Background: an optimization exercise with open tools, aiming at small area, a short achievable clock period and few clock cycles. Do not read the settings as production practice.
No run shown here included a check of the RTL's function; only the layout flow was run.
Power is estimated from default activity; no workload was simulated.

[flow/run.sh]
#!/bin/bash
# synth_recipe.tcl (not shown) runs the flow's synth.tcl, then flattens the netlist and writes it again
# the make line also repeats each setting of config.mk as NAME=value (left out here)
make -C /OpenROAD-flow-scripts/flow DESIGN_CONFIG=/design/flow/config.mk WORK_HOME=/design/flow/orfs CLKGATE_MAP_FILE= SYNTH_SCRIPT=/design/flow/synth_recipe.tcl finish
[flow/config.mk]
export PLATFORM = sky130hd
export DESIGN_NAME = frame_decoder
export DESIGN_NICKNAME = frame_decoder
export VERILOG_FILES = /design/flow/design.v
export SDC_FILE = /design/flow/constraint.sdc
export NUM_CORES = 4
export LEC_CHECK = 0
export ABC_AREA = 0
export CAP_MARGIN = 20
export CORE_MARGIN = 2
export CORE_UTILIZATION = 40
export SLEW_MARGIN = 20
[flow/constraint.sdc]
create_clock -name core_clock -period 6.0 [get_ports {clk}]
set_input_delay 1.2000 -clock core_clock [delete_from_list [all_inputs] [get_ports {clk}]]
set_output_delay 1.2000 -clock core_clock [all_outputs]
set_load 0.01 [all_outputs]
[flow/design.v]
module frame_decoder (
    input  wire       clk,
    input  wire       rst,
    input  wire       rx_valid,
    input  wire [7:0] rx_data,
    output wire       rx_ready,
    output reg        fr_valid,
    output reg        fr_sof,
    output reg        fr_eof,
    output reg  [7:0] fr_data,
    output reg        err_valid,
    output reg  [1:0] err_code,
    output wire [7:0] err_info
);
    localparam BUF_CAP = 128;           
    localparam N       = BUF_CAP + 2;   
    localparam VD      = 6;             
    localparam VW      = 3;             
    reg  [8*N-1:0] ring;
    wire [7:0]     rdat = ring[8*N-1 -: 8];    
    reg  [7:0] d;       
    reg        d0;      
    reg  [7:0] e;       
    reg        e0;      
    reg  [7:0] cnt;     
    reg        full;    
    reg        empty;   
    reg  [VD-1:0] vq;   
    reg  [VW-1:0] vcnt;
    reg           vempty, vfull;
    reg         w_size, w_sizehi, w_cmd, w_pay, w_chk;
    reg  [7:0]  acc;        
    reg  [14:0] rem;        
    reg         rem1;       
    reg         nost;       
    reg         rdy;        
    reg         r_size, r_sizehi, r_cmd, r_pay, r_chk;
    reg  [7:0]  rrem;
    reg         reof;       
    reg         rhz;        
    reg         rout;       
    assign rx_ready = rdy;
    assign err_info = acc;
    wire w_body = w_cmd | w_pay | w_chk;
    wire rd     = e0 & ~empty & ~(r_cmd & vempty);
    wire wr_ok  = d0 & (~full | rd);
    wire take   = rx_valid & rdy;
    wire wr     = w_size ? wr_ok : (take & ~(w_body & nost));
    wire [7:0] wdata = take ? rx_data : 8'h00;
    wire [7:0] acc_in   = w_size ? 8'h00 : acc;
    wire [7:0] acc_next = acc_in ^ rx_data;
    wire       acc_nz   = |acc_next;
    wire       dat_z    = ~|rx_data;
    wire vpush = take & w_chk & ~nost;
    wire vpop  = rd & r_cmd;
    always @(posedge clk)
        ring <= {ring[8*N-9:0], wr ? wdata : rdat};
    wire [7:0] d_n     = d0 ? (wr ? 8'd0 : N - 1) : d - 8'd1;
    wire       d0_n    = d0 ? wr : (d == 8'd1);
    wire [7:0] e_n     = e0 ? (rd ? 8'd0 : N - 1) : e - 8'd1;
    wire       e0_n    = e0 ? rd : (e == 8'd1);
    wire       up      = wr & ~rd;
    wire       dn      = rd & ~wr;
    wire [7:0] cnt_n   = up ? cnt + 8'd1 : dn ? cnt - 8'd1 : cnt;
    wire       full_n  = up ? (cnt == N - 1) : dn ? 1'b0 : full;
    wire       empty_n = dn ? (cnt == 8'd1) : up ? 1'b0 : empty;
    wire       vup      = vpush & ~vpop;
    wire       vdn      = vpop & ~vpush;
    wire [VW-1:0] vcnt_n = vup ? vcnt + 1'b1 : vdn ? vcnt - 1'b1 : vcnt;
    wire       vfull_n  = vup ? (vcnt == VD - 1) : vdn ? 1'b0 : vfull;
    wire       vempty_n = vdn ? (vcnt == 1) : vup ? 1'b0 : vempty;
    wire len0   = ~nost & dat_z;                   
    wire lenbig = nost | (rx_data > BUF_CAP + 1);  
    reg  w_size_n, w_sizehi_n, w_cmd_n, w_pay_n, w_chk_n, nost_n, rem1_n;
    reg  [14:0] rem_n;
    always @* begin
        w_size_n = w_size; w_sizehi_n = w_sizehi; w_cmd_n = w_cmd;
        w_pay_n = w_pay; w_chk_n = w_chk; nost_n = nost;
        rem_n = rem; rem1_n = rem1;
        if (take) begin
            if (w_size) begin
                rem_n  = {8'd0, rx_data[6:0]};
                rem1_n = (rx_data[6:0] == 7'd1);
                nost_n = rx_data[7] & (rx_data[6:0] != 7'd0);
                if (!dat_z) begin
                    w_size_n   = 1'b0;
                    w_cmd_n    = ~rx_data[7];
                    w_sizehi_n = rx_data[7];
                end
            end
            if (w_sizehi) begin
                rem_n      = {rem[6:0], rx_data};
                rem1_n     = ~nost & (rx_data == 8'd1);
                nost_n     = lenbig;
                w_sizehi_n = 1'b0;
                w_size_n   = len0;
                w_cmd_n    = ~len0;
            end
            if (w_cmd | w_pay) begin
                rem_n   = rem - 15'd1;
                rem1_n  = (rem == 15'd2);
                w_cmd_n = 1'b0;
                w_pay_n = ~rem1;
                w_chk_n = rem1;
            end
            if (w_chk) begin
                w_chk_n  = 1'b0;
                w_size_n = 1'b1;
                nost_n   = 1'b0;
            end
        end
    end
    wire rlen_ok = rhz & (rdat != 8'h00) & (rdat <= BUF_CAP + 1);
    reg  r_size_n, r_sizehi_n, r_cmd_n, r_pay_n, r_chk_n;
    always @* begin
        r_size_n = r_size; r_sizehi_n = r_sizehi; r_cmd_n = r_cmd;
        r_pay_n = r_pay; r_chk_n = r_chk;
        if (rd) begin
            if (r_size && rdat != 8'h00) begin
                r_size_n   = 1'b0;
                r_cmd_n    = ~rdat[7];
                r_sizehi_n = rdat[7];
            end
            if (r_sizehi) begin
                r_sizehi_n = 1'b0;
                r_cmd_n    = rlen_ok;
                r_size_n   = ~rlen_ok;
            end
            if (r_cmd | r_pay) begin
                r_cmd_n = 1'b0;
                r_pay_n = ~reof;
                r_chk_n = reof;
            end
            if (r_chk) begin
                r_chk_n  = 1'b0;
                r_size_n = 1'b1;
            end
        end
    end
    wire rd_n    = e0_n & ~empty_n & ~(r_cmd_n & vempty_n);
    wire wr_ok_n = d0_n & (~full_n | rd_n);
    wire w_body_n = w_cmd_n | w_pay_n | w_chk_n;
    wire rdy_n   = (w_body_n & nost_n) | (wr_ok_n & ~(w_size_n & vfull_n));
    always @(posedge clk) begin
        if (rst) begin
            d <= 8'd0;  d0 <= 1'b1;
            e <= 8'd0;  e0 <= 1'b1;
            cnt <= 8'd0; full <= 1'b0; empty <= 1'b1;
            vcnt <= 0; vfull <= 1'b0; vempty <= 1'b1;
            w_size <= 1'b1; w_sizehi <= 1'b0; w_cmd <= 1'b0; w_pay <= 1'b0; w_chk <= 1'b0;
            nost <= 1'b0;
            r_size <= 1'b1; r_sizehi <= 1'b0; r_cmd <= 1'b0; r_pay <= 1'b0; r_chk <= 1'b0;
            rdy <= 1'b1;
            fr_valid <= 1'b0;
            err_valid <= 1'b0;
        end else begin
            d <= d_n;  d0 <= d0_n;
            e <= e_n;  e0 <= e0_n;
            cnt <= cnt_n; full <= full_n; empty <= empty_n;
            vcnt <= vcnt_n; vfull <= vfull_n; vempty <= vempty_n;
            w_size <= w_size_n; w_sizehi <= w_sizehi_n; w_cmd <= w_cmd_n;
            w_pay <= w_pay_n; w_chk <= w_chk_n;
            nost <= nost_n;
            r_size <= r_size_n; r_sizehi <= r_sizehi_n; r_cmd <= r_cmd_n;
            r_pay <= r_pay_n; r_chk <= r_chk_n;
            rdy <= rdy_n;
            fr_valid  <= rd & ((r_cmd & vq[0]) | (r_pay & rout));
            err_valid <= take & ((w_sizehi & len0) | (w_chk & (acc_nz | nost)));
        end
    end
    always @(posedge clk) begin
        rem  <= rem_n;
        rem1 <= rem1_n;
        if (take)
            acc <= (w_sizehi & len0) ? 8'h00 : acc_next;
        err_code <= w_chk ? (acc_nz ? 2'd1 : 2'd3) : 2'd2;
        fr_sof   <= r_cmd;
        fr_eof   <= reof;
        fr_data  <= rdat;
    end
    always @(posedge clk) begin : vfifo
        integer i;
        for (i = 0; i < VD; i = i + 1) begin
            if (vpop) begin
                if (vpush && vcnt == i + 1)
                    vq[i] <= ~acc_nz;
                else if (i < VD - 1)
                    vq[i] <= vq[i+1];
            end else if (vpush && vcnt == i)
                vq[i] <= ~acc_nz;
        end
    end
    always @(posedge clk) begin
        if (rd) begin
            if (r_size) begin
                rrem <= {1'b0, rdat[6:0]};
                reof <= (rdat[6:0] == 7'd1);
                rhz  <= (rdat[6:0] == 7'd0);
            end
            if (r_sizehi) begin
                rrem <= rdat;
                reof <= (rdat == 8'd1);
            end
            if (r_cmd | r_pay) begin
                rrem <= rrem - 8'd1;
                reof <= (rrem == 8'd2);
            end
            if (r_cmd)
                rout <= vq[0];
        end
    end
endmodule
==> summary.txt, run 1 <==
post-DP HPWL around 17000 um; met1 usage roughly 14%; # Post-CTS Setup Buffers 0; Ant. Diodes 0; Clock Sinks ~1100; CP startpoint rx_valid; initial antenna violation count 0; clock buffer depth 3; most used flip-flop cell after synthesis dfxtp_1; H-tree levels 3; Clk Latency, worst-skew pair ~0.67 ns; number of enable flip-flop cells after synthesis 37; first-pass GRT wire length around 55000 um; async set or reset register ratio after synthesis 0%; CORE AREA ~0.065 mm2; R2R cell count 10; register area share after synthesis 88.69%; Post-Synth Simple-Gate Area 4.814%; layout net count between 1500 and 2000; die area between 0.06 and 0.07 mm2; fraction of the mapped netlist area in compound gates under 10%; Die X-Extent between 200 and 300 um; Max-Cap Viols 0; slowest stage cell, crit path or4_1; cell with the most instances after synthesis dfxtp_1; Die Ht between 200 and 300 um; Critical Path RT between 6 and 7 ns; Initial Util a little over 40%; outcome timing/DRC/antenna clean; placed cells roughly 2500; # IOs 34; Slew headroom 32.37%; utilization after layout a little under 50%; combinational family with the most area after synthesis simple AND/OR/NAND/NOR gates; row count 93; layer with the highest usage met1; Tmin final around 3.4 ns; WL/cell around 12 um; final non-filler cell total around 2700; DRC Markers 0; Startpoint Class input port; drt via density ~4; CP Max Fanout 18; crit-path cells clkdlybuf4s50_1 -> nand2_1 -> nor3_1 -> a31oi_1 -> buf_4 -> inv_1 -> ha_1 -> or4_1 -> a21oi_1 -> o21ai_0 -> xor2_1 -> nor2_1; mux cell area share after synthesis less than 1%; R2R setup slack between 2 and 3 ns; Max Slew Vio Count 0; CP peak stage delay roughly 0.45 ns; synthesized flop and latch total around 1100; Power Dens Cells between 400 and 500 mW/mm2; worst r2r src e0$_SDFF_PP1_; detailed-route via count approximately 11000; CTS resizes 0; RR Endpoint rdy$_SDFF_PP1_; area share of the largest cell type after synthesis between 80 and 90%; setup tns final 0 ns; adder-cell share of the synthesized area 1.005%; CTS root buf clkbuf_16; vias in the first global route 11066; CTS hold repair buffers 0; Syn Nets around 1700; Max Freq 0.2912 GHz; met2 Use GR roughly 14%; crit share post-route roughly 57%; CP endpoint cnt[5]$_SDFFE_PP0P_; Unique masters post-synth 61; Worst-path clk slew approximately 0.060 ns; Mapped Cells 1640; WL final between 30000 and 40000 um; P_leak 12.29 nW; final setup fails 0; I/O Buffers 33; Worst Max-Slew Pin Slew around 1 ns; Hold Crit Class register to register; DRT iter0 DRCs between 500 and 600; Tot GR Track Use between 9 and 10%; RSZ-0062 raised after global routing false; antenna-violating nets left 0; M3 GR Usage 3.080%; largest net degree at the start of global routing 36; gr ovfl total 0; crit path DAT about 4 ns; crit path capture type register; TritonCTS buffer count between 100 and 150; CTS tree built; gp weighted congestion around 0.75; share of cells above drive strength 1 9.831%; clk_skew 0.06552 ns; P&R area growth vs syn 18.89%; Final Hold Viols 0; Yosys warnings 1; synthesized cell area 0.02615 mm2; Yosys top cell by area dfxtp_1; syn_area_per_cell ~16 um2; Crit Path Class input port to register; top post-synthesis cells by count dfxtp_1, nor2_1, nand2_1, a21oi_1, edfxtp_1; Worst IR Drop VDD around 240 uV; Area contributors post-synth dfxtp_1, edfxtp_1, nor2_1, xnor2_1, ha_1; Post-Synth XOR/XNOR Area 1.675%; TritonRoute pass-1 iters 6
power breakdown:
group	internal [mW]	total, mW	switching, mW
combinational	0.213	0.468	0.255
sequential	7.95	8.10	0.155
clock	4.02	6.71	2.70
total	12.2	15.3	3.11
sequential cells by signal, indices dropped and copies added (netlist names), 2 cells and up:
| name | count |
|---|---|
| cnt | 8 |
| e | 8 |
| ring | 1040 |
| rem | 15 |
| fr_data | 8 |
| acc | 8 |
| vcnt | 3 |
| err_code | 2 |
| d | 8 |
| rrem | 8 |
| vq | 6 |
placed cells by master, fill, tap and decap left out, drive strengths merged, types with 6 or more instances in the layout:
master,instances
dfxtp,1103
clkbuf,139
nor2,83
nand2,63
a21oi,39
edfxtp,37
o21ai,35
clkdlybuf4s50,33
xnor2,32
inv,30
clkinv,24
ha,21
xor2,18
bufinv,14
nor3,14
nor2b,13
nand2b,10
or4,9
nand4,8
or3,7
nand3,7
nor4,7
nor3b,7
or2,6
layer usage:
metal	wire length, um	vias to the layer above	share of wire [%]
li1	-	5538	-
met1	16610	5225	52
met2	12610	195	39
met3	1685	97	5.2
met4	1255	0	3.9
met5	0	-	0
kinds of logic after synthesis:
kind of cell	after synthesis
AOI/OAI and AO/OA	121
buffers and inverters	52
xor gates and xnor gates	50
muxes	3
DFF	1140
adders and majority gates	21
and+or+nand+nor	253
metrics by stage:
step | total power [mW] | area, um2 | hold WS [ns] | worst slack [ns]
floorplan | 8.584 | 26150 | 0.3096 | 2.548
global placement | 8.733 | 27460 | 0.3112 | 1.933
detailed placement | 8.742 | 27460 | 0.3121 | 1.925
CTS | 15.50 | 31090 | 0.2706 | 2.573
global route | 15.90 | 31090 | 0.2822 | 2.177
finish | 15.29 | 31090 | 0.2783 | 2.567
area by class of cell:
class	count	area, um2
multi-input combinational	448	2746
clock buffer	139	2893
fill	5397	33490
clock inverter	42	735.7
tap	855	1070
timing repair buffer	36	352.8
sequential	1140	23190
inverter	26	97.59
how the worst min path moves through the flow:
stage | startpoint | endpoint | slack, ns | cells past startpoint
after floorplan | ring[992]$_DFF_P_ | ring[1000]$_DFF_P_ | 0.31 | 0
after global placement | ring[927]$_DFF_P_ | ring[935]$_DFF_P_ | 0.31 | 0
after detailed placement | ring[353]$_DFF_P_ | ring[361]$_DFF_P_ | 0.31 | 0
after CTS | ring[896]$_DFF_P_ | ring[904]$_DFF_P_ | 0.27 | 0
after global routing | ring[46]$_DFF_P_ | ring[54]$_DFF_P_ | 0.28 | 0
final | ring[46]$_DFF_P_ | ring[54]$_DFF_P_ | 0.28 | 0
worst max-delay path: cells and delay by family:
family                     cells  cell delay (ns)
and+or+nand+nor                4             0.85
buffers and inverters          3             0.71
AOI/OAI and AO/OA              3             0.64
adders and majority gates      1             0.34
xor gates and xnor gates       1             0.15
==> run 2, diff against run 1 <==
--- a/flow/config.mk
+++ b/flow/config.mk
@@ -6,7 +6,9 @@
 export NUM_CORES = 4
 export LEC_CHECK = 0
 export ABC_AREA = 0
+export ABC_CLOCK_PERIOD_IN_PS = 2500
 export CAP_MARGIN = 20
 export CORE_MARGIN = 2
 export CORE_UTILIZATION = 40
+export SETUP_SLACK_MARGIN = 3.5
 export SLEW_MARGIN = 20
==> summary.txt, run 2 <==
outcome timing/DRC/antenna clean; utilization after layout 48.41%; share of cells above drive strength 1 between 10% and 20%; DRT iter0 DRCs 521; syn_area_per_cell around 16 um2; number of enable flip-flop cells after synthesis 37; Die Ht 259.7 um; Max-Cap Viols 0; synthesized cell area 0.02615 mm2; most frequent cells in the layout dfxtp_1, clkbuf_16, nor2_1; TritonCTS buffer count ~100; Power Dens Cells 485.1 mW/mm2; largest reg by FF count ring; Syn Nets ~1700; Max Freq slightly above 0.4 GHz; Clk network pwr share around 43%; Yosys top cell by area dfxtp_1; CTS tree built; Worst Max-Slew Pin Slew just over 1 ns; Worst IR Drop VDD 255.6 uV; P_leak 12.44 nW; CP Max Fanout 2; crit-path cells buf_2; Reg area between 0.02 and 0.025 mm2; H-tree levels 3; Clock Sinks between 1000 and 1500; largest registers ring: 1040 flops, rem: 15 flops; Tot GR Track Use around a tenth; Area contributors post-synth dfxtp_1, edfxtp_1, nor2_1, xnor2_1, ha_1; top post-synthesis cells by count dfxtp_1, nor2_1, nand2_1, a21oi_1, edfxtp_1; CORE AREA 0.06458 mm2; NetSw ~3.2 mW; clock buffer depth 3; Tmin final about 2.5 ns; Crit Path Class register to output port; Final Hold Viols 0; Seq pwr share approximately 53%; vias in the first global route 11313; crit share post-route around two fifths; Slew headroom around a third; Mapped Cells around 1600; Clk Latency, worst-skew pair 0.65 ns; P&R area growth vs syn 19.56%; first-pass GRT wire length 56200 um; DRC Markers 0; post-DP HPWL roughly 17000 um; CP peak stage delay around 0.45 ns; Critical Path RT between 4 and 5 ns; gr ovfl total 0; drt via density just over 4; initial antenna violation count 0; final setup fails 0; Fill cells 5424; Gate power share under 10%; max reg flops about 1000; Ant. Diodes 0; async set or reset register ratio after synthesis 0%; Initial Util roughly two fifths; setup tns final 0 ns; cell with the most instances after synthesis dfxtp_1; row count between 90 and 100; Die X-Extent between 200 and 300 um; Yosys warnings 1; WL/cell around 12 um; Startpoint Class register; RSZ-0062 raised after global routing true; Worst-path clk slew 0.06 ns; commonest non-fill, non-tap cell in the layout dfxtp_1; most used flip-flop cell after synthesis dfxtp_1; I/O Buffers 33; layout net count 1807; largest net degree at the start of global routing 36; Net Sw Frac 20.86%; crit path capture type output port; TritonRoute pass-1 iters 4; CTS hold repair buffers 0; WL final between 30000 and 40000 um; multi-input logic area approximately 0.0029 mm2; Unique masters post-synth just over 60; Max Slew Vio Count 0; CTS root buf clkbuf_16; synthesized flop and latch total about 1100; gp weighted congestion approximately 0.77; Internal Pwr Total about 12 mW; # IOs 34; Hold Crit Class register to register; clk_skew between 0.04 and 0.05 ns; crit path DAT between 1 and 1.5 ns; die area 0.06743 mm2; detailed-route via count approximately 11000; register area share after synthesis between 80% and 90%; area share of the largest cell type after synthesis roughly 84%; CP bufs+invs 1; antenna-violating nets left 0; Top delay family on crit path flip-flops; slowest stage cell, crit path edfxtp_1
-- run 2: routing by layer --
metal  global-route usage [%]  part of all wire [%]  up-vias
met5                        0                     0        -
met4                    5.284                   4.0        0
met3                    3.090                   5.2      107
met2                    13.89                    40      184
met1                    14.52                    51     5251
li1                         -                     -     5592
-- run 2: final timing paths --
check | end | slack [ns] | cells past startpoint | start
max | err_info[6] | 3.54 | 1 | acc[6]$_SDFFCE_PP0N_
min reg2reg | ring[443]$_DFF_P_ | 0.28 | 0 | ring[435]$_DFF_P_
min | ring[443]$_DFF_P_ | 0.28 | 0 | ring[435]$_DFF_P_
max reg2reg | rdy$_SDFF_PP1_ | 3.62 | 10 | r_cmd$_SDFF_PP0_
-- run 2: power groups by stage --
stage	clock network, mW	logic [mW]	registers, mW
global placement	0	0.476	8.26
CTS	6.76	0.515	8.10
floorplan	0	0.395	8.21
global route	7.10	0.590	8.14
detailed placement	0	0.486	8.27
finish	6.55	0.517	8.10
-- run 2: logic make-up (layout without fill, tap and decap cells) --
| family | Yosys count | count (layout) | synth area share [%] |
|---|---|---|---|
| buffers and inverters | 52 | 268 | 0.8182 |
| AOI/OAI and AO/OA | 121 | 121 | 2.871 |
| muxes | 3 | 3 | 0.1244 |
| DFF | 1140 | 1140 | 88.69 |
| and+or+nand+nor | 253 | 253 | 4.814 |
| xor gates and xnor gates | 50 | 50 | 1.675 |
| adders and majority gates | 21 | 21 | 1.005 |
-- run 2: worst reg2reg max path, stage by stage, from the launching register on --
cell and delay [ns]:
dfxtp_2 0.38, and2_1 0.20, nor2_4 0.19, nand2_4 0.13, inv_4 0.13, ha_1 0.22, and3b_2 0.23, o2111ai_1 0.15
a211oi_2 0.28, o21bai_1 0.09, a311o_1 0.25
-- run 2: timing repair --
item | in CTS | in global routing
setup endpoints to repair | 63 | 16
resized for setup | 69 | 30
pin swaps | 5 | 5
setup buffers | 19 | 3
-- run 2: layout make-up --
type	count	area share, %
sequential	1140	74.21
clock buffer	140	9.629
multi-input combinational	448	9.281
tap	855	3.422
clock inverter	46	1.765
timing repair buffer	56	1.353
inverter	26	0.3402
-- run 2: per-stage QoR --
stage / std cells / hold slack (ns) / setup WS, ns / area (um2) / power, mW
final: 2711 / 0.2842 / 3.542 / 31260 / 15.17
after global routing: 2711 / 0.2924 / 3.476 / 31260 / 15.82
after CTS: 2708 / 0.2798 / 3.306 / 31220 / 15.38
after detailed placement: 2503 / 0.3121 / 2.158 / 27540 / 8.757
after global placement: 2503 / 0.3096 / 2.227 / 27540 / 8.739
after floorplan: 1640 / 0.3096 / 3.015 / 26260 / 8.609
==> run 3, diff against run 2 <==
--- a/flow/config.mk
+++ b/flow/config.mk
@@ -6,9 +6,9 @@
 export NUM_CORES = 4
 export LEC_CHECK = 0
 export ABC_AREA = 0
-export ABC_CLOCK_PERIOD_IN_PS = 2500
+export ABC_CLOCK_PERIOD_IN_PS = 2000
 export CAP_MARGIN = 20
 export CORE_MARGIN = 2
 export CORE_UTILIZATION = 40
-export SETUP_SLACK_MARGIN = 3.5
+export SETUP_SLACK_MARGIN = 4.0
 export SLEW_MARGIN = 20
==> summary.txt, run 3 <==
worst setup margin ~3.6 ns; synthesized cell area around 0.026 mm2; post-DP HPWL between 15000 and 20000 um; P_leak about 13 nW; gr ovfl total 0; Top delay family on crit path flip-flops; Crit Path Class register to output port; gp weighted congestion 0.7503; area of placed instances 0.02761 mm2; Clk Latency, worst-skew pair around 0.66 ns; placed cells around 2500; Startpoint Class register; Tmin final between 2 and 2.5 ns; Hold Path Depth 0; most used flip-flop cell after synthesis dfxtp_1; RSZ-0062 raised after global routing true; Die X-Extent around 260 um; DRT iter0 DRCs 520; worst r2r src r_cmd$_SDFF_PP0_; commonest non-fill, non-tap cell in the layout dfxtp_1; clk_skew around 0.041 ns; area share of the largest cell type after synthesis 84.44%; TritonCTS buffer count 101; R2R cell count 10; utilization after layout about half; Unique masters post-synth 61; Critical Path RT around 4.8 ns; I/O Buffers 33; Yosys warnings 1; Worst IR Drop VDD 249.4 uV; CP startpoint acc[4]$_SDFFCE_PP0N_; cell with the most instances after synthesis dfxtp_1; CTS tree built; largest net degree at the start of global routing 36; Hold Crit Class register to register; initial antenna violation count 1; Area contributors post-synth dfxtp_1, edfxtp_1, nor2_1, xnor2_1, ha_1; Fill cells approximately 5500; Initial Util ~40%; syn_area_per_cell between 15 and 20 um2; CTS hold repair buffers 0; Ant. Diodes 0; async set or reset register ratio after synthesis 0%; number of enable flip-flop cells after synthesis 37; CP bufs+invs 1; share of cells above drive strength 1 17.01%; most frequent cells in the layout dfxtp_1, clkbuf_16, nor2_1; Final Cell Area 0.03158 mm2; WL final roughly 33000 um; slowest stage cell, crit path edfxtp_1; P&R area growth vs syn 20.77%; vias in the first global route around 11000; Max Slew Vio Count 0; CP Max Fanout 4; Yosys top cell by area dfxtp_1; # IOs 34; row count a little over 90; Power Dens Cells roughly 480 mW/mm2; CP peak stage delay around 0.44 ns; max reg flops approximately 1000; first-pass GRT wire length 55520 um; Mapped Cells 1640; post-placement setup slack approximately 2.2 ns; drt via density 4.121; clock buffer depth 3; antenna-violating nets left 0; Clock Sinks between 1000 and 1500; crit path DAT about 1.3 ns; CORE AREA 0.06458 mm2; detailed-route via count about 11000; crit share post-route 40.76%; TritonRoute pass-1 iters 4; Worst-path clk slew around 0.060 ns; WL/cell 12.17 um; Worst Max-Slew Pin Slew between 0.6 and 0.7 ns; Slew headroom 53.70%; layout net count between 1500 and 2000; critical path depth in cells 1; Die Ht roughly 260 um; synthesized flop and latch total about 1100; top post-synthesis cells by count dfxtp_1, nor2_1, nand2_1, a21oi_1, edfxtp_1; register area share after synthesis around nine tenths; final non-filler cell total roughly 2700; crit path capture type output port; H-tree levels 3; Tot GR Track Use 10.08%; Max Freq just over 0.4 GHz; die area 0.06743 mm2; setup tns final 0 ns; crit-path cells buf_2; CTS root buf clkbuf_16; largest registers ring: 1040 flops, rem: 15 flops; DRC Markers 0; outcome timing/DRC/antenna clean; largest reg by FF count ring; Syn Nets about 1700; final setup fails 0; Max-Cap Viols 0; HP Start ring[368]$_DFF_P_; Final Hold Viols 0
run 3: layout make-up:
| class | count | area [um2] | area share (%) |
|---|---|---|---|
| repair buffers | 83 | 683.2 | 2.163 |
| clock inverters | 34 | 456.7 | 1.446 |
| clock buffers | 150 | 2993 | 9.477 |
| flip-flops and latches | 1140 | 23220 | 73.53 |
| multi-input cells | 448 | 3048 | 9.652 |
| well taps | 855 | 1070 | 3.388 |
| inverters | 26 | 107.6 | 0.3407 |
run 3: kinds of logic after synthesis:
| group | share of synthesized area, % |
|---|---|
| XOR/XNOR | 1.675 |
| flip-flops | 88.69 |
| AND/OR/NAND/NOR | 4.814 |
| AO/OA/AOI/OAI | 2.871 |
| adder cells (fa/ha/maj) | 1.005 |
| buffers and inverters | 0.8182 |
| multiplexers | 0.1244 |
run 3: final timing paths:
path,endpoint,slack (ns)
setup reg to reg,rdy$_SDFF_PP1_,3.70
hold / removal,ring[376]$_DFF_P_,0.29
hold reg to reg,ring[376]$_DFF_P_,0.29
setup / recovery,err_info[4],3.55
run 3: what timing repair did:
action,CTS,global route
gates resized for setup,188,34
endpoints found under the setup margin,97,66
pin swaps,27,14
cloned,0,0
buffers inserted,35,13
run 3: power breakdown:
part	leakage, nW	switching [mW]	internal, mW
clock network	1.68	2.69	3.71
registers	9.32	0.159	7.95
logic	1.55	0.306	0.295
run 3: through the flow:
stage / power [mW] / hold slack (ns)
floorplan: 8.619 / 0.3096
finish: 15.10 / 0.2884
global route: 15.73 / 0.2941
global placement: 8.756 / 0.3109
detailed placement: 8.768 / 0.3121
CTS: 15.28 / 0.2802
run 3: routing by layer:
metal | up-vias | track usage, % | routed length (um)
met5 | - | 0 | 0
met4 | 0 | 4.805 | 1085
met3 | 90 | 3.070 | 1553
met2 | 175 | 13.93 | 13600
met1 | 5365 | 14.32 | 17060
li1 | 5646 | - | -
==> run 4, diff against run 3 <==
--- a/flow/config.mk
+++ b/flow/config.mk
@@ -9,6 +9,8 @@
 export ABC_CLOCK_PERIOD_IN_PS = 2000
 export CAP_MARGIN = 20
 export CORE_MARGIN = 2
-export CORE_UTILIZATION = 40
+export CORE_UTILIZATION = 60
+export CTS_BUF_LIST = sky130_fd_sc_hd__clkbuf_8
+export CTS_CLUSTER_SIZE = 30
 export SETUP_SLACK_MARGIN = 4.0
 export SLEW_MARGIN = 20
==> summary.txt, run 4 <==
CTS root buf clkbuf_8; synthesized flop and latch total ~1100; DRC Markers 0; WL final approximately 33000 um; Syn Nets between 1500 and 2000; register area share after synthesis about nine tenths; largest net degree at the start of global routing 36; Die Ht 212.8 um; Top delay family on crit path flip-flops; Max Slew Vio Count 0; detailed-route via count ~12000; RSZ-0062 raised after global routing true; DRT iter0 DRCs between 500 and 600; Ant. Diodes 0; area share of the largest cell type after synthesis between 80% and 90%; Final Hold Slack 0.3130 ns; cell with the most instances after synthesis dfxtp_1; Yosys top cell by area dfxtp_1; placed cells around 2200; gp weighted congestion between 0.7 and 0.8; CP bufs+invs 1; Final Cell Area approximately 0.031 mm2; Mapped Cells between 1500 and 2000; vias in the first global route around 12000; critical path depth in cells 1; area of placed instances about 0.027 mm2; Power Dens Cells ~460 mW/mm2; CORE AREA 0.04308 mm2; clk_skew approximately 0.025 ns; WL/cell approximately 13 um; H-tree levels 4; # IOs 34; crit path capture type output port; row count 76; multi-input logic area 0.003142 mm2; largest reg by FF count ring; Area contributors post-synth dfxtp_1, edfxtp_1, nor2_1, xnor2_1, ha_1; Hold Crit Class register to register; most used flip-flop cell after synthesis dfxtp_1; synthesized cell area 0.02615 mm2; Worst IR Drop VDD 285.4 uV; post-DP HPWL roughly 17000 um; async set or reset register ratio after synthesis 0%; Crit Path Class register to output port; commonest non-fill, non-tap cell in the layout dfxtp_1; syn_area_per_cell approximately 16 um2; TritonRoute pass-1 iters 5; die area between 0.04 and 0.05 mm2; Tmin final between 2 and 3 ns; I/O Buffers 33; Worst-path clk slew ~0.060 ns; Die X-Extent around 210 um; Yosys warnings 1; first-pass GRT wire length 55260 um; crit share post-route a little over two fifths; Max Freq approximately 0.39 GHz; crit path DAT roughly 1.4 ns; CTS tree built; share of cells above drive strength 1 19.97%; Startpoint Class register; P&R area growth vs syn 18.46%; CP Max Fanout 2; crit-path cells buf_2; Hold Path Depth 0; Reg area 0.02323 mm2; setup tns final 0 ns; max reg flops between 1000 and 1500; most frequent cells in the layout dfxtp_1, clkbuf_8, inv_1; Unique masters post-synth about 60; P_leak 12.66 nW; Max-Cap Viols 0; R2R cell count 10; outcome timing/DRC/antenna clean; Critical Path RT roughly 4.8 ns; Clock Sinks 1140; slowest stage cell, crit path edfxtp_1; Worst Max-Slew Pin Slew between 0.7 and 0.8 ns; final setup fails 0; initial antenna violation count 1; utilization after layout just over 70%; TritonCTS buffer count about 160; layout net count approximately 1900; number of enable flip-flop cells after synthesis 37; top post-synthesis cells by count dfxtp_1, nor2_1, nand2_1, a21oi_1, edfxtp_1; final non-filler cell total around 2600; gr ovfl total 0; Slew headroom a little over half; antenna-violating nets left 0; CP peak stage delay 0.43 ns; Final Hold Viols 0; Tot GR Track Use roughly 15%; Initial Util 60.70%; largest registers ring: 1040 flops, rem: 15 flops; clock buffer depth 3; Fill cells roughly 2900; Clk Latency, worst-skew pair ~0.76 ns; drt via density around 4.5
run 4: cell counts after synthesis:
No cell type changed its count.
run 4: final timing paths:
kind | from | endpoint | slack (ns)
max | acc[3]$_SDFFCE_PP0N_ | err_info[3] | 3.44
min reg2reg | ring[955]$_DFF_P_ | ring[963]$_DFF_P_ | 0.31
min | ring[955]$_DFF_P_ | ring[963]$_DFF_P_ | 0.31
max reg2reg | empty$_SDFF_PP1_ | rdy$_SDFF_PP1_ | 3.74
run 4: layer usage:
layer / vias up / wire length [um] / GRT usage [%]
met5: - / 0 / 0
met4: 0 / 1002 / 9.694
met3: 76 / 1729 / 5.221
met2: 238 / 13620 / 21.12
met1: 5410 / 16930 / 21.11
li1: 5793 / - / -
run 4: through the flow:
stage                     total power, mW  worst slack [ns]
after floorplan                     8.619             3.015
after global placement              8.746             2.213
after detailed placement            8.765             2.163
after CTS                           14.40             3.332
after global routing                14.93             3.367
final                               14.28             3.445
run 4: power by group:
part / internal (mW) / switching (mW)
combinational: 0.309 / 0.325
sequential: 7.95 / 0.160
clock: 2.94 / 2.60
run 4: cells by family after synthesis:
family	synth area share [%]
AND/OR/NAND/NOR	4.814
buffers and inverters	0.8182
XOR/XNOR	1.675
AO/OA/AOI/OAI	2.871
multiplexers	0.1244
flip-flops	88.69
adder cells (fa/ha/maj)	1.005
run 4: repair_timing:
item / in CTS / in global routing
hold buffers: 0 / 0
setup endpoints to repair: 96 / 61
buffers inserted: 30 / 19
cloned: 0 / 1
pin swaps: 16 / 23
gates resized for setup: 162 / 79
run 4: layout make-up:
| type | count | area share [%] |
|---|---|---|
| clock buffer | 196 | 8.709 |
| inverter | 26 | 0.3555 |
| multi-input combinational | 448 | 10.14 |
| sequential | 1140 | 75.00 |
| clock inverter | 78 | 1.204 |
| timing repair buffer | 85 | 2.222 |
| tap | 585 | 2.363 |
==> run 5, diff against run 4 <==
==> flow/config.mk (replaced) <==
export PLATFORM = sky130hd
export DESIGN_NAME = frame_decoder
export DESIGN_NICKNAME = frame_decoder
export VERILOG_FILES = /design/flow/design.v
export SDC_FILE = /design/flow/constraint.sdc
export NUM_CORES = 4
export LEC_CHECK = 0
export ABC_AREA = 0
export ABC_CLOCK_PERIOD_IN_PS = 2500
export CAP_MARGIN = 20
export CORE_MARGIN = 2
export CORE_UTILIZATION = 60
export CTS_BUF_LIST = sky130_fd_sc_hd__clkbuf_16
export CTS_CLUSTER_DIAMETER = 60
export CTS_CLUSTER_SIZE = 36
export SETUP_SLACK_MARGIN = 3.7
export SLEW_MARGIN = 20
==> summary.txt, run 5 <==
outcome timing/DRC/antenna clean; TritonRoute pass-1 iters 5; DRC Markers 0; vias in the first global route just over 10000; gp weighted congestion 0.7860; utilization after layout 67.43%; RSZ-0062 raised after global routing true; WL final about 31000 um; Die Ht between 200 and 250 um; clk_skew between 0.03 and 0.04 ns; Clk Latency, worst-skew pair around 0.6 ns; Max Freq 0.4151 GHz; worst setup margin roughly 3.6 ns; Tot GR Track Use around 14%; TritonCTS buffer count 46; slowest stage cell, crit path edfxtp_1; detailed-route via count roughly 11000; share of cells above drive strength 1 about 11%; register area share after synthesis ~89%; die area 0.04527 mm2; antenna-violating nets left 0; most used flip-flop cell after synthesis dfxtp_1; synthesized flop and latch total 1140; I/O Buffers 33; crit path capture type output port; Worst Max-Slew Pin Slew between 1 and 1.5 ns; Final Hold Viols 0; largest registers ring: 1040 flops, rem: 15 flops; max reg flops around 1000; syn_area_per_cell 15.94 um2; initial antenna violation count 1; post-placement setup slack between 2 and 2.5 ns; Ant. Diodes 0; area share of the largest cell type after synthesis a little over four fifths; commonest non-fill, non-tap cell in the layout dfxtp_1; CTS hold repair buffers 0; CP peak stage delay roughly 0.44 ns; largest reg by FF count ring; WL/cell around 13 um; final non-filler cell total roughly 2300; gr ovfl total 0; cell with the most instances after synthesis dfxtp_1; Mapped Cells around 1600; Crit Path Class register to output port; P_leak roughly 11 nW; crit path DAT 1.21 ns; Startpoint Class register; Area contributors post-synth dfxtp_1, edfxtp_1, nor2_1, xnor2_1, ha_1; Initial Util 60.70%; final setup fails 0; CP bufs+invs 1; number of enable flip-flop cells after synthesis 37; Hold Crit Class register to register; # IOs 34; Slew headroom about a third; Top delay family on crit path flip-flops; Final Cell Area roughly 0.029 mm2; Tmin final 2.409 ns; Syn Nets approximately 1700; row count 76; largest net degree at the start of global routing 37; clock buffer depth 3; Die X-Extent around 210 um; Yosys warnings 1; CP Max Fanout 2; Yosys top cell by area dfxtp_1; setup tns final 0 ns; placed cells 2233; CORE AREA around 0.043 mm2; Power Dens Cells around 430 mW/mm2; async set or reset register ratio after synthesis 0%; Worst-path clk slew approximately 0.11 ns; H-tree levels 2; Clock Sinks 1140; top post-synthesis cells by count dfxtp_1, nor2_1, nand2_1, a21oi_1, edfxtp_1; CTS tree built; Critical Path RT roughly 4.8 ns; crit share post-route between 40 and 50%; drt via density roughly 4.6; P&R area growth vs syn 11.08%; synthesized cell area ~0.026 mm2; Max-Cap Viols 0; Worst IR Drop VDD between 200 and 300 uV; area of placed instances 0.02722 mm2; Unique masters post-synth 61; most frequent cells in the layout dfxtp_1, nor2_1, nand2_1; crit-path cells buf_2; DRT iter0 DRCs around 700; Max Slew Vio Count 0; post-DP HPWL between 15000 and 20000 um; CTS root buf clkbuf_16; layout net count between 1500 and 2000; first-pass GRT wire length 50490 um
-- run 5: cell counts after synthesis --
Identical to the previous run, type by type.
-- run 5: report_power, final --
group,internal (mW),switching (mW),leakage (nW)
logic,0.256,0.288,1.40
registers,7.94,0.162,9.32
clock network,1.66,2.30,0.762
total,9.86,2.75,11.5
-- run 5: final cells by class --
type,count,area [um2]
inverters,26,106.4
well taps,585,732.0
multi-input cells,448,2960
clock inverters,33,424.2
repair buffers,65,460.4
clock buffers,46,1151
fillers,3052,14030
flip-flops and latches,1140,23210
-- run 5: metal layers --
metal / global-route usage [%] / vias to the layer above / part of all wire (%)
li1: - / 5458 / -
met1: 21.30 / 5005 / 53
met2: 19.30 / 174 / 39
met3: 3.412 / 58 / 4.8
met4: 4.943 / 0 / 2.5
met5: 0 / - / 0
-- run 5: cell families (layout without fill, tap and decap cells) --
family | Yosys count | in the layout | synth area share [%]
flip-flops | 1140 | 1140 | 88.69
AND/OR/NAND/NOR | 253 | 253 | 4.814
AO/OA/AOI/OAI | 121 | 121 | 2.871
buffers and inverters | 52 | 170 | 0.8182
XOR/XNOR | 50 | 50 | 1.675
adder cells (fa/ha/maj) | 21 | 21 | 1.005
multiplexers | 3 | 3 | 0.1244
-- run 5: repair_timing --
| action | CTS | global route |
|---|---|---|
| gates cloned | 0 | 0 |
| pin swaps | 15 | 16 |
| endpoints found under the setup margin | 100 | 35 |
| resized for setup | 159 | 26 |
| buffers inserted | 21 | 9 |
-- run 5: worst paths after layout --
check                            start          endpoint  slack (ns)  depth (start not counted)
setup / recovery  acc[2]$_SDFFCE_PP0N_       err_info[2]        3.59                          1
hold / removal        ring[43]$_DFF_P_  ring[51]$_DFF_P_        0.31                          0
hold reg to reg       ring[43]$_DFF_P_  ring[51]$_DFF_P_        0.31                          0
setup reg to reg      r_cmd$_SDFF_PP0_    rdy$_SDFF_PP1_        3.70                         10
-- run 5: metrics by stage --
step	power [mW]	hold slack [ns]
global placement	8.747	0.3099
CTS	12.72	0.3022
floorplan	8.615	0.3096
finish	12.60	0.3057
detailed placement	8.762	0.3121
global route	13.09	0.3118
==> run 6, diff against run 5 <==
--- a/flow/config.mk
+++ b/flow/config.mk
@@ -11,7 +11,7 @@
 export CORE_MARGIN = 2
 export CORE_UTILIZATION = 60
 export CTS_BUF_LIST = sky130_fd_sc_hd__clkbuf_16
-export CTS_CLUSTER_DIAMETER = 60
-export CTS_CLUSTER_SIZE = 36
+export CTS_CLUSTER_DIAMETER = 70
+export CTS_CLUSTER_SIZE = 32
 export SETUP_SLACK_MARGIN = 3.7
 export SLEW_MARGIN = 20
==> summary.txt, run 6 <==
top post-synthesis cells by count dfxtp_1, nor2_1, nand2_1, a21oi_1, edfxtp_1; Clk Latency, worst-skew pair between 0.6 and 0.7 ns; largest net degree at the start of global routing 36; largest registers ring: 1040 flops, rem: 15 flops; TritonCTS buffer count between 40 and 50; Top delay family on crit path flip-flops; # IOs 34; setup tns final 0 ns; share of cells above drive strength 1 about a tenth; I/O Buffers 33; Power Dens Cells around 420 mW/mm2; DRC Markers 0; WL final 30830 um; register area share after synthesis a little under 90%; CTS root buf clkbuf_16; max reg flops 1040; Clock Sinks about 1100; R2R setup slack around 3.7 ns; final non-filler cell total roughly 2300; number of enable flip-flop cells after synthesis 37; async set or reset register ratio after synthesis 0%; Worst-path clk slew approximately 0.11 ns; Die X-Extent approximately 210 um; CP startpoint acc[6]$_SDFFCE_PP0N_; Worst Max-Slew Pin Slew approximately 1.0 ns; RSZ-0062 raised after global routing true; slowest stage cell, crit path edfxtp_1; placed cells between 2000 and 2500; clk_skew approximately 0.023 ns; initial antenna violation count 1; Yosys top cell by area dfxtp_1; most used flip-flop cell after synthesis dfxtp_1; first-pass GRT wire length 49840 um; Syn Nets between 1500 and 2000; P&R area growth vs syn 10.21%; CTS tree built; synthesized cell area roughly 0.026 mm2; Final Hold Slack between 0.3 and 0.4 ns; CTS hold repair buffers 0; largest reg by FF count ring; crit share post-route 40.44%; H-tree levels 2; adder-cell share of the synthesized area 1.005%; Slew headroom about a third; Final Hold Viols 0; crit-path cells buf_2; gr ovfl total 0; TritonRoute pass-1 iters 5; clock buffer depth 3; crit path capture type output port; final setup fails 0; RR Endpoint rdy$_SDFF_PP1_; Initial Util about 60%; crit path DAT 1.23 ns; fraction of the mapped netlist area in compound gates between 2 and 3%; most frequent cells in the layout dfxtp_1, nor2_1, nand2_1; worst r2r src r_cmd$_SDFF_PP0_; commonest non-fill, non-tap cell in the layout dfxtp_1; post-placement setup slack roughly 2.1 ns; gp weighted congestion 0.7860; mux cell area share after synthesis less than 1%; Post-Synth Simple-Gate Area 4.814%; WL/cell about 13 um; Startpoint Class register; R2R cell count 11; Critical Path RT 4.80 ns; DRT iter0 DRCs 618; Post-Synth XOR/XNOR Area 1.675%; CP Max Fanout 2; outcome timing/DRC/antenna clean; CORE AREA about 0.043 mm2; drt via density 4.576; Tmin final ~2.4 ns; CP bufs+invs 1; area share of the largest cell type after synthesis 84.44%; layout net count around 1800; post-DP HPWL between 15000 and 20000 um; Die Ht 212.8 um; Worst IR Drop VDD between 300 and 400 uV; Crit Path Class register to output port; detailed-route via count 10652; P_leak about 11 nW; CP endpoint err_info[6]; row count 76; die area around 0.045 mm2; Mapped Cells 1640; cell with the most instances after synthesis dfxtp_1; Tot GR Track Use between 10% and 20%; CP peak stage delay 0.45 ns; combinational family with the most area after synthesis simple AND/OR/NAND/NOR gates; vias in the first global route ~10000; Hold Crit Class register to register; Max-Cap Viols 0; Area contributors post-synth dfxtp_1, edfxtp_1, nor2_1, xnor2_1, ha_1; Max Freq roughly 0.41 GHz; synthesized flop and latch total around 1100; syn_area_per_cell 15.94 um2; Ant. Diodes 0; Unique masters post-synth 61; worst setup margin ~3.6 ns; critical path depth in cells 1; Yosys warnings 1; Fill cells 3082; antenna-violating nets left 0; Max Slew Vio Count 0
[run 6: kinds of logic (layout without fill, tap and decap cells)]
family | after synthesis | in the layout
adders and majority gates | 21 | 21
muxes | 3 | 3
and+or+nand+nor | 253 | 253
xor gates and xnor gates | 50 | 50
DFF | 1140 | 1140
buffers and inverters | 52 | 155
AOI/OAI and AO/OA | 121 | 121
[run 6: how the worst min path moves through the flow]
stage,start,endpoint,slack (ns),cells after the start
floorplan,ring[992]$_DFF_P_,ring[1000]$_DFF_P_,0.31,0
global placement,ring[203]$_DFF_P_,ring[211]$_DFF_P_,0.31,0
detailed placement,ring[169]$_DFF_P_,ring[177]$_DFF_P_,0.31,0
CTS,ring[43]$_DFF_P_,ring[51]$_DFF_P_,0.33,0
global route,ring[175]$_DFF_P_,ring[183]$_DFF_P_,0.32,0
finish,ring[195]$_DFF_P_,ring[203]$_DFF_P_,0.33,0
[run 6: layer usage]
metal / global-route usage [%] / part of all wire [%] / up-vias
met2: 19.21 / 39 / 162
li1: - / - / 5440
met4: 4.509 / 2.3 / 0
met3: 3.045 / 4.4 / 45
met1: 21.22 / 54 / 5005
met5: 0 / 0 / -
[run 6: report_power, final]
group | internal [mW] | switching, mW | leakage [nW]
registers | 7.94 | 0.160 | 9.32
clock network | 1.42 | 2.12 | 0.640
logic | 0.264 | 0.291 | 1.44
[run 6: metrics by stage]
stage / power, mW / utilization, % / instance area (um2)
after floorplan: 8.615 / - / 26300
after global placement: 8.747 / 63.20 / 27220
after detailed placement: 8.762 / 63.20 / 27220
after CTS: 12.30 / 66.46 / 28630
after global routing: 12.67 / 66.90 / 28820
final: 12.19 / 66.90 / 28820
[run 6: what timing repair did]
action                     4_1_cts  5_1_grt
gates resized for setup        155       33
setup endpoints to repair       94       35
pin swaps                       16       15
buffers inserted                21       15
cloned                           0        0
[run 6: final cells by class]
| type | count | area, um2 | share of cell area, % |
|---|---|---|---|
| timing repair buffer | 71 | 544.3 | 1.889 |
| sequential | 1140 | 23220 | 80.58 |
| clock buffer | 45 | 1126 | 3.908 |
| tap | 585 | 732.0 | 2.540 |
| multi-input combinational | 448 | 2942 | 10.21 |
| inverter | 26 | 102.6 | 0.3560 |
| clock inverter | 13 | 148.9 | 0.5167 |
==> run 7, diff against run 6 <==
--- a/flow/design.v
+++ b/flow/design.v
@@ -41,14 +41,15 @@
     reg         rout;       
     assign rx_ready = rdy;
     assign err_info = acc;
-    wire w_body = w_cmd | w_pay | w_chk;
     wire rd     = e0 & ~empty & ~(r_cmd & vempty);
     wire wr_ok  = d0 & (~full | rd);
     wire take   = rx_valid & rdy;
-    wire wr     = w_size ? wr_ok : (take & ~(w_body & nost));
-    wire [7:0] wdata = take ? rx_data : 8'h00;
+    wire nskip  = (w_pay | w_chk) & nost;
+    wire wr     = w_size ? wr_ok : (take & ~nskip);
+    wire [7:0] wdata = (take & ~(w_cmd & nost)) ? rx_data : 8'h00;
     wire [7:0] acc_in   = w_size ? 8'h00 : acc;
     wire [7:0] acc_next = acc_in ^ rx_data;
+    wire [7:0] acc_tk   = acc_in ^ (rx_data & {8{take}});
     wire       acc_nz   = |acc_next;
     wire       dat_z    = ~|rx_data;
     wire vpush = take & w_chk & ~nost;
@@ -137,10 +138,35 @@
             end
         end
     end
-    wire rd_n    = e0_n & ~empty_n & ~(r_cmd_n & vempty_n);
-    wire wr_ok_n = d0_n & (~full_n | rd_n);
-    wire w_body_n = w_cmd_n | w_pay_n | w_chk_n;
-    wire rdy_n   = (w_body_n & nost_n) | (wr_ok_n & ~(w_size_n & vfull_n));
+    wire d_is1   = (d == 8'd1);
+    wire cnt_isN1 = (cnt == N - 1);
+    wire cnt_is1 = (cnt == 8'd1);
+    wire vcnt_isF1 = (vcnt == VD - 1);
+    wire vcnt_is1 = (vcnt == 1);
+    function rdy_f;
+        input tk;
+        reg wr_t, d0_t, up_t, dn_t, full_t, empty_t, vpush_t, vup_t, vdn_t;
+        reg vfull_t, vempty_t, rd_t, wrok_t, paychk_t, szm_t;
+        begin
+            wr_t     = w_size ? wr_ok : (tk & ~nskip);
+            d0_t     = d0 ? wr_t : d_is1;
+            up_t     = wr_t & ~rd;
+            dn_t     = rd & ~wr_t;
+            full_t   = up_t ? cnt_isN1 : dn_t ? 1'b0 : full;
+            empty_t  = dn_t ? cnt_is1 : up_t ? 1'b0 : empty;
+            vpush_t  = tk & w_chk & ~nost;
+            vup_t    = vpush_t & ~vpop;
+            vdn_t    = vpop & ~vpush_t;
+            vfull_t  = vup_t ? vcnt_isF1 : vdn_t ? 1'b0 : vfull;
+            vempty_t = vdn_t ? vcnt_is1 : vup_t ? 1'b0 : vempty;
+            rd_t     = e0_n & ~empty_t & ~(r_cmd_n & vempty_t);
+            wrok_t   = d0_t & (~full_t | rd_t);
+            paychk_t = tk ? (w_cmd | w_pay) : (w_pay | w_chk);
+            szm_t    = w_size | (tk & (w_sizehi | w_chk));
+            rdy_f    = (nost & paychk_t) | (wrok_t & ~(vfull_t & szm_t));
+        end
+    endfunction
+    wire rdy_n   = take ? rdy_f(1'b1) : rdy_f(1'b0);
     always @(posedge clk) begin
         if (rst) begin
             d <= 8'd0;  d0 <= 1'b1;
@@ -171,8 +197,7 @@
     always @(posedge clk) begin
         rem  <= rem_n;
         rem1 <= rem1_n;
-        if (take)
-            acc <= (w_sizehi & len0) ? 8'h00 : acc_next;
+        acc <= (take & w_sizehi & len0) ? 8'h00 : acc_tk;
         err_code <= w_chk ? (acc_nz ? 2'd1 : 2'd3) : 2'd2;
         fr_sof   <= r_cmd;
         fr_eof   <= reof;
==> flow/config.mk (replaced) <==
export PLATFORM = sky130hd
export DESIGN_NAME = frame_decoder
export DESIGN_NICKNAME = frame_decoder
export VERILOG_FILES = /design/flow/design.v
export SDC_FILE = /design/flow/constraint.sdc
export NUM_CORES = 4
export LEC_CHECK = 0
export ABC_AREA = 1
export ABC_CLOCK_PERIOD_IN_PS = 2200
export CAP_MARGIN = 20
export CORE_MARGIN = 2
export CORE_UTILIZATION = 60
export CTS_BUF_LIST = sky130_fd_sc_hd__clkbuf_16
export CTS_CLUSTER_DIAMETER = 70
export CTS_CLUSTER_SIZE = 32
export SETUP_SLACK_MARGIN = 3.8
export SLEW_MARGIN = 20
==> summary.txt, run 7 <==
H-tree levels 2; RSZ-0062 raised after global routing true; largest registers ring: 1040 flops, rem: 15 flops; R2R cell count 16; WL final approximately 31000 um; crit path DAT between 1 and 1.5 ns; most used flip-flop cell after synthesis dfxtp_1; Hold Path Depth 0; area share of the largest cell type after synthesis between 80% and 90%; outcome timing/DRC/antenna clean; synthesized cell area 0.02609 mm2; Clk Latency, worst-skew pair just over 0.6 ns; Clk network pwr share a little over a quarter; syn_area_per_cell around 15 um2; Yosys warnings 1; final setup fails 0; Critical Path RT ~4.8 ns; Power Dens Cells around 460 mW/mm2; vias in the first global route 10469; # IOs 34; Top delay family on crit path flip-flops; Initial Util between 60% and 70%; detailed-route via count between 10000 and 15000; register area share after synthesis between 80 and 90%; Slew headroom about three fifths; Die Ht between 200 and 250 um; first-pass GRT wire length around 52000 um; Mapped Cells approximately 1700; Unique masters post-synth 47; die area 0.04516 mm2; Startpoint Class register; commonest non-fill, non-tap cell in the layout dfxtp_1; Crit Path Class register to output port; crit path capture type output port; crit-path cells buf_6; top post-synthesis cells by count dfxtp_1, nand2_1, inv_1, nor2_1, o21ai_0; Ant. Diodes 0; Area contributors post-synth dfxtp_1, edfxtp_1, nand2_1, inv_1, nor2_1; TritonRoute pass-1 iters 5; clk_skew between 0.02 and 0.03 ns; CTS hold repair buffers 0; Final Hold Slack roughly 0.31 ns; Max-Cap Viols 0; share of cells above drive strength 1 10.07%; drt via density around 4.6; setup tns final 0 ns; gp weighted congestion around 0.8; DRT iter0 DRCs slightly below 600; I/O Buffers 33; Net Sw Frac 22.12%; CP Max Fanout 1; Yosys top cell by area dfxtp_1; CP bufs+invs 1; TritonCTS buffer count 44; CORE AREA 0.04298 mm2; crit share post-route between 30% and 40%; Max Slew Vio Count 0; Tot GR Track Use 14.30%; critical path depth in cells 1; layout net count 1845; Internal Pwr Total ~10 mW; Gate power share between 6 and 7%; async set or reset register ratio after synthesis 0%; most frequent cells in the layout dfxtp_1, nand2_1, inv_1; largest net degree at the start of global routing 34; utilization after layout between 60% and 70%; P&R area growth vs syn 10.46%; max reg flops 1040; CTS root buf clkbuf_16; P_leak 11.71 nW; WL/cell roughly 13 um; CTS tree built; antenna-violating nets left 0; initial antenna violation count 0; gr ovfl total 0; number of enable flip-flop cells after synthesis 29; Syn Nets around 1800; Clock Sinks approximately 1100; DRC Markers 0; Die X-Extent 212.5 um; post-DP HPWL about 17000 um; largest reg by FF count ring; Tmin final ~2.3 ns; clock buffer depth 3; cell with the most instances after synthesis dfxtp_1; Worst IR Drop VDD approximately 310 uV; CP peak stage delay about 0.39 ns; row count 76; Seq pwr share about two thirds; Worst-path clk slew around 0.11 ns; Max Freq around 0.43 GHz; NetSw roughly 2.9 mW; slowest stage cell, crit path dfxtp_2; synthesized flop and latch total between 1000 and 1500; Worst Max-Slew Pin Slew 0.6135 ns; Hold Crit Class register to register; Final Hold Viols 0
-- run 7: cell count changes after synthesis, sizes merged, moves of 9 or more --
cell    change
or4         -9
inv        +73
nand2      +70
o21ai      +28
xnor2      -24
nor2b      -13
nand3      +25
clkbuf     -14
nand2b     -10
-- run 7: stage by stage --
| stage | power [mW] | cell area (um2) | cells | setup WS, ns |
|---|---|---|---|---|
| after floorplan | 9.361 | 26200 | 1728 | 3.450 |
| after global routing | 13.82 | 28820 | 2413 | 3.637 |
| after CTS | 13.24 | 28650 | 2405 | 3.647 |
| after global placement | 9.596 | 27190 | 2332 | 2.580 |
| final | 13.21 | 28820 | 2413 | 3.685 |
| after detailed placement | 9.614 | 27190 | 2332 | 2.531 |
-- run 7: area by class of cell --
class	instances	area [um2]
flip-flops and latches	1140	23140
fillers	3091	14160
multi-input cells	474	2746
clock buffers	45	1126
well taps	585	732.0
repair buffers	55	467.9
inverters	98	410.4
clock inverters	16	193.9
-- run 7: power by group through the flow --
stage / Sequential [mW] / Combinational (mW) / Clock [mW]
floorplan: 8.84 / 0.519 / 0
global placement: 8.94 / 0.660 / 0
detailed placement: 8.94 / 0.674 / 0
CTS: 8.80 / 0.727 / 3.72
global route: 8.89 / 0.939 / 4.00
finish: 8.78 / 0.840 / 3.59
-- run 7: worst reg2reg max path: cells and delay by family, from the launching register on --
kind                       cells  cell delay [ns]
AOI/OAI and AO/OA              6             0.72
and+or+nand+nor                6             0.52
DFF                            1             0.37
adders and majority gates      1             0.29
buffers and inverters          3             0.25
-- run 7: cell families (layout without fill, tap and decap cells) --
| kind of cell | after synthesis | after routing | share of synthesized area (%) |
|---|---|---|---|
| xor gates and xnor gates | 25 | 25 | 0.8393 |
| and+or+nand+nor | 281 | 281 | 4.623 |
| DFF | 1140 | 1140 | 88.59 |
| adders and majority gates | 21 | 21 | 1.007 |
| buffers and inverters | 114 | 214 | 1.712 |
| AOI/OAI and AO/OA | 147 | 147 | 3.228 |
-- run 7: metal layers --
layer  vias up  routed length [um]  part of all wire [%]  track usage (%)
met1      5194               16910                    54            22.05
li1       5603                   -                     -                -
met3        49                1344                   4.3            3.442
met4         0                 722                   2.3            4.775
met5         -                   0                     0                0
met2       166               12480                    40            19.74
-- run 7: worst paths after layout --
path	start	endpoint	slack, ns
worst max register to register	r_cmd$_SDFF_PP0_	cnt[4]$_SDFFE_PP0P_	3.76
worst min register to register	ring[409]$_DFF_P_	ring[417]$_DFF_P_	0.31
worst min-delay path	ring[409]$_DFF_P_	ring[417]$_DFF_P_	0.31
worst max-delay path	fr_eof$_DFF_P_	fr_eof	3.68
-- run 7: repair_timing --
item	4_1_cts	5_1_grt
pin swaps	7	20
setup endpoints to repair	70	56
gates resized for setup	147	37
buffers inserted	12	8
cloned	0	0
==> run 8, diff against run 7 <==
--- a/flow/config.mk
+++ b/flow/config.mk
@@ -5,7 +5,7 @@
 export SDC_FILE = /design/flow/constraint.sdc
 export NUM_CORES = 4
 export LEC_CHECK = 0
-export ABC_AREA = 1
+export ABC_AREA = 0
 export ABC_CLOCK_PERIOD_IN_PS = 2200
 export CAP_MARGIN = 20
 export CORE_MARGIN = 2
==> summary.txt, run 8 <==
largest net degree at the start of global routing 37; Final Cell Area between 0.02 and 0.03 mm2; Unique masters post-synth between 50 and 60; DRC Markers 0; Die X-Extent 212.8 um; I/O Buffers 33; Max Slew Vio Count 0; Syn Nets about 1700; max reg flops 1040; placed cells approximately 2300; area of placed instances 0.02729 mm2; Mapped Cells around 1700; HP Start ring[158]$_DFF_P_; Crit Path Class register to register; synthesized cell area about 0.026 mm2; Clk Latency, worst-skew pair roughly 0.60 ns; Max Freq between 0.4 and 0.5 GHz; multi-input logic area 0.003144 mm2; Tot GR Track Use between 10% and 20%; commonest non-fill, non-tap cell in the layout dfxtp_1; syn_area_per_cell 15.56 um2; Worst IR Drop VDD about 270 uV; Startpoint Class register; post-DP HPWL about 17000 um; largest reg by FF count ring; most used flip-flop cell after synthesis dfxtp_1; top post-synthesis cells by count dfxtp_1, nor2_1, nand2_1, o21ai_0, a21oi_1; RR Endpoint rdy$_SDFF_PP1_; Hold Path Depth 0; R2R cell count 6; R2R setup slack approximately 3.6 ns; drt via density about 4.6; WL final about 31000 um; DRT iter0 DRCs around 640; vias in the first global route 10269; antenna-violating nets left 0; worst r2r src ring[1035]$_DFF_P_; Ant. Diodes 0; Yosys warnings 1; final setup fails 0; crit share post-route between 40% and 50%; WL/cell between 10 and 15 um; number of enable flip-flop cells after synthesis 29; area share of the largest cell type after synthesis 85.00%; Power Dens Cells 423.9 mW/mm2; Clock Sinks 1140; Final Hold Viols 0; clock buffer depth 3; Reg area roughly 0.023 mm2; Worst-path clk slew around 0.10 ns; Worst Max-Slew Pin Slew roughly 1.0 ns; Area contributors post-synth dfxtp_1, edfxtp_1, nor2_1, o21ai_0, ha_1; gp weighted congestion between 0.7 and 0.8; cell with the most instances after synthesis dfxtp_1; CTS root buf clkbuf_16; async set or reset register ratio after synthesis 0%; CTS tree built; CORE AREA roughly 0.043 mm2; register area share after synthesis roughly nine tenths; gr ovfl total 0; P_leak 11.34 nW; Hold Crit Endpoint ring[166]$_DFF_P_; TritonRoute pass-1 iters 4; P&R area growth vs syn 10.60%; RSZ-0062 raised after global routing true; crit path capture type register; initial antenna violation count 0; # IOs 34; layout net count around 1800; Tmin final approximately 2.4 ns; crit path DAT between 2 and 3 ns; row count 76; clk_skew between 0.015 and 0.02 ns; Fill cells 3102; largest registers ring: 1040 flops, rem: 15 flops; synthesized flop and latch total between 1000 and 1500; Max-Cap Viols 0; setup tns final 0 ns; Critical Path RT ~6.5 ns; Hold Crit Class register to register; die area ~0.045 mm2; H-tree levels 2; Initial Util approximately three fifths; most frequent cells in the layout dfxtp_1, nor2_1, nand2_1; CP Max Fanout 2; final non-filler cell total between 2000 and 2500; TritonCTS buffer count 44; detailed-route via count ~11000; Die Ht 212.8 um; Slew headroom 32.71%; Yosys top cell by area dfxtp_1; outcome timing/DRC/antenna clean; first-pass GRT wire length roughly 52000 um; share of cells above drive strength 1 a little under an eighth
## run 8: cell types whose count changed after synthesis, moves of 7 or more
cell / before / now
nand2b_1: 0 / 16
xnor2_1: 8 / 29
nor3_1: 16 / 25
inv_1: 95 / 20
nor4bb_1: 0 / 7
clkbuf_1: 9 / 34
nor2_1: 77 / 90
nand2_1: 130 / 64
## run 8: cells by family after synthesis
| group | Yosys count | synth area share [%] |
|---|---|---|
| buffers and inverters | 56 | 0.8033 |
| adder cells (fa/ha/maj) | 21 | 1.004 |
| AO/OA/AOI/OAI | 140 | 3.156 |
| multiplexers | 1 | 0.03826 |
| flip-flops | 1140 | 88.33 |
| XOR/XNOR | 44 | 1.473 |
| AND/OR/NAND/NOR | 280 | 5.193 |
## run 8: metrics by stage
step | hold slack, ns | power [mW] | setup slack (ns) | utilization, %
2_1_floorplan | 0.3096 | 8.681 | 3.250 | -
3_3_place_gp | 0.3104 | 8.807 | 2.464 | 63.36
3_5_place_dp | 0.3121 | 8.823 | 2.396 | 63.36
4_1_cts | 0.3146 | 12.35 | 3.572 | 66.80
5_1_grt | 0.3295 | 12.77 | 3.495 | 67.18
6_report | 0.3233 | 12.27 | 3.586 | 67.18
## run 8: how the worst max path moves through the flow
stage | start | end | slack, ns | cells past startpoint
floorplan | rx_valid | cnt[7]$_SDFFE_PP0P_ | 3.25 | 10
global placement | rx_valid | cnt[7]$_SDFFE_PP0P_ | 2.46 | 10
detailed placement | rx_data[3] | acc[3]$_SDFF_PP0_ | 2.40 | 7
CTS | ring[1035]$_DFF_P_ | rdy$_SDFF_PP1_ | 3.57 | 6
global route | ring[1035]$_DFF_P_ | rdy$_SDFF_PP1_ | 3.50 | 6
finish | ring[1035]$_DFF_P_ | rdy$_SDFF_PP1_ | 3.59 | 6
## run 8: worst max-delay path, cell delays in order (launching register included)
cell	delay, ns
dfxtp_4	0.39
or4_4	0.53
or3_4	0.38
a21bo_1	0.20
or4_4	0.50
a32oi_1	0.19
o211ai_1	0.10
## run 8: routing by layer
metal	global-route usage (%)	routed length (um)	part of all wire, %	up-vias
met5	0	0	0	-
met4	4.702	816	2.6	0
met3	3.177	1278	4.1	56
met2	19.70	12340	39	143
met1	21.75	16870	54	5188
li1	-	-	-	5559
## run 8: cell type report
type	instances	share of cell area, %
sequential	1140	80.06
multi-input combinational	486	10.87
clock buffer	44	3.805
tap	585	2.529
timing repair buffer	68	1.846
clock inverter	11	0.5880
inverter	21	0.3027
## run 8: repair_timing
action | 4_1_cts | 5_1_grt
setup buffers | 20 | 12
hold buffers | 0 | 0
resized for setup | 182 | 38
setup endpoints to repair | 73 | 42
pin swaps | 12 | 13
gates cloned | 0 | 0
## run 8: power by group
group          switching [mW]  internal [mW]  total [mW]
Clock                    2.13           1.39        3.52
Combinational           0.327          0.293       0.620
Sequential              0.169           7.96        8.13

[static timing again, ports no longer ideal]
Ports are ideal in the flow. The routed layouts listed here were re-timed in OpenROAD. Step 1 (the two cells are an assumption about what drives the block):
set clk [get_ports {clk}]
set_driving_cell -lib_cell sky130_fd_sc_hd__clkbuf_16 $clk
set_driving_cell -lib_cell sky130_fd_sc_hd__buf_2 [delete_from_list [all_inputs] $clk]
Step 2 also shifts input and output timing later by t, the mid clock arrival at the registers, as if the neighbouring blocks saw the same clock. Slacks: ideal / step 1 / step 2; pairs: ideal / step 1.
run	t (ns)	setup WS [ns]	worst setup path after step 2	latest minus earliest clock arrival (ns)
run 1	0.688	2.567 / 2.586 / 1.909	input to register	0.070 / 0.070
run 2	0.693	3.542 / 3.484 / 2.928	input to register	0.052 / 0.052
run 3	0.695	3.554 / 3.495 / 2.957	input to register	0.049 / 0.050
run 4	0.798	3.445 / 3.392 / 2.935	input to register	0.027 / 0.027
run 5	0.649	3.591 / 3.537 / 2.968	input to register	0.039 / 0.038
run 6	0.651	3.574 / 3.517 / 2.961	input to register	0.024 / 0.024
run 7	0.656	3.685 / 3.627 / 3.232	input to register	0.032 / 0.032
run 8	0.648	3.586 / 3.586 / 3.166	input to register	0.024 / 0.024
After both steps every run listed still meets setup and hold. For run 1, which loses most, drivers alone change the setup slack by +0.019 ns; drivers and shift together by -0.658 ns.
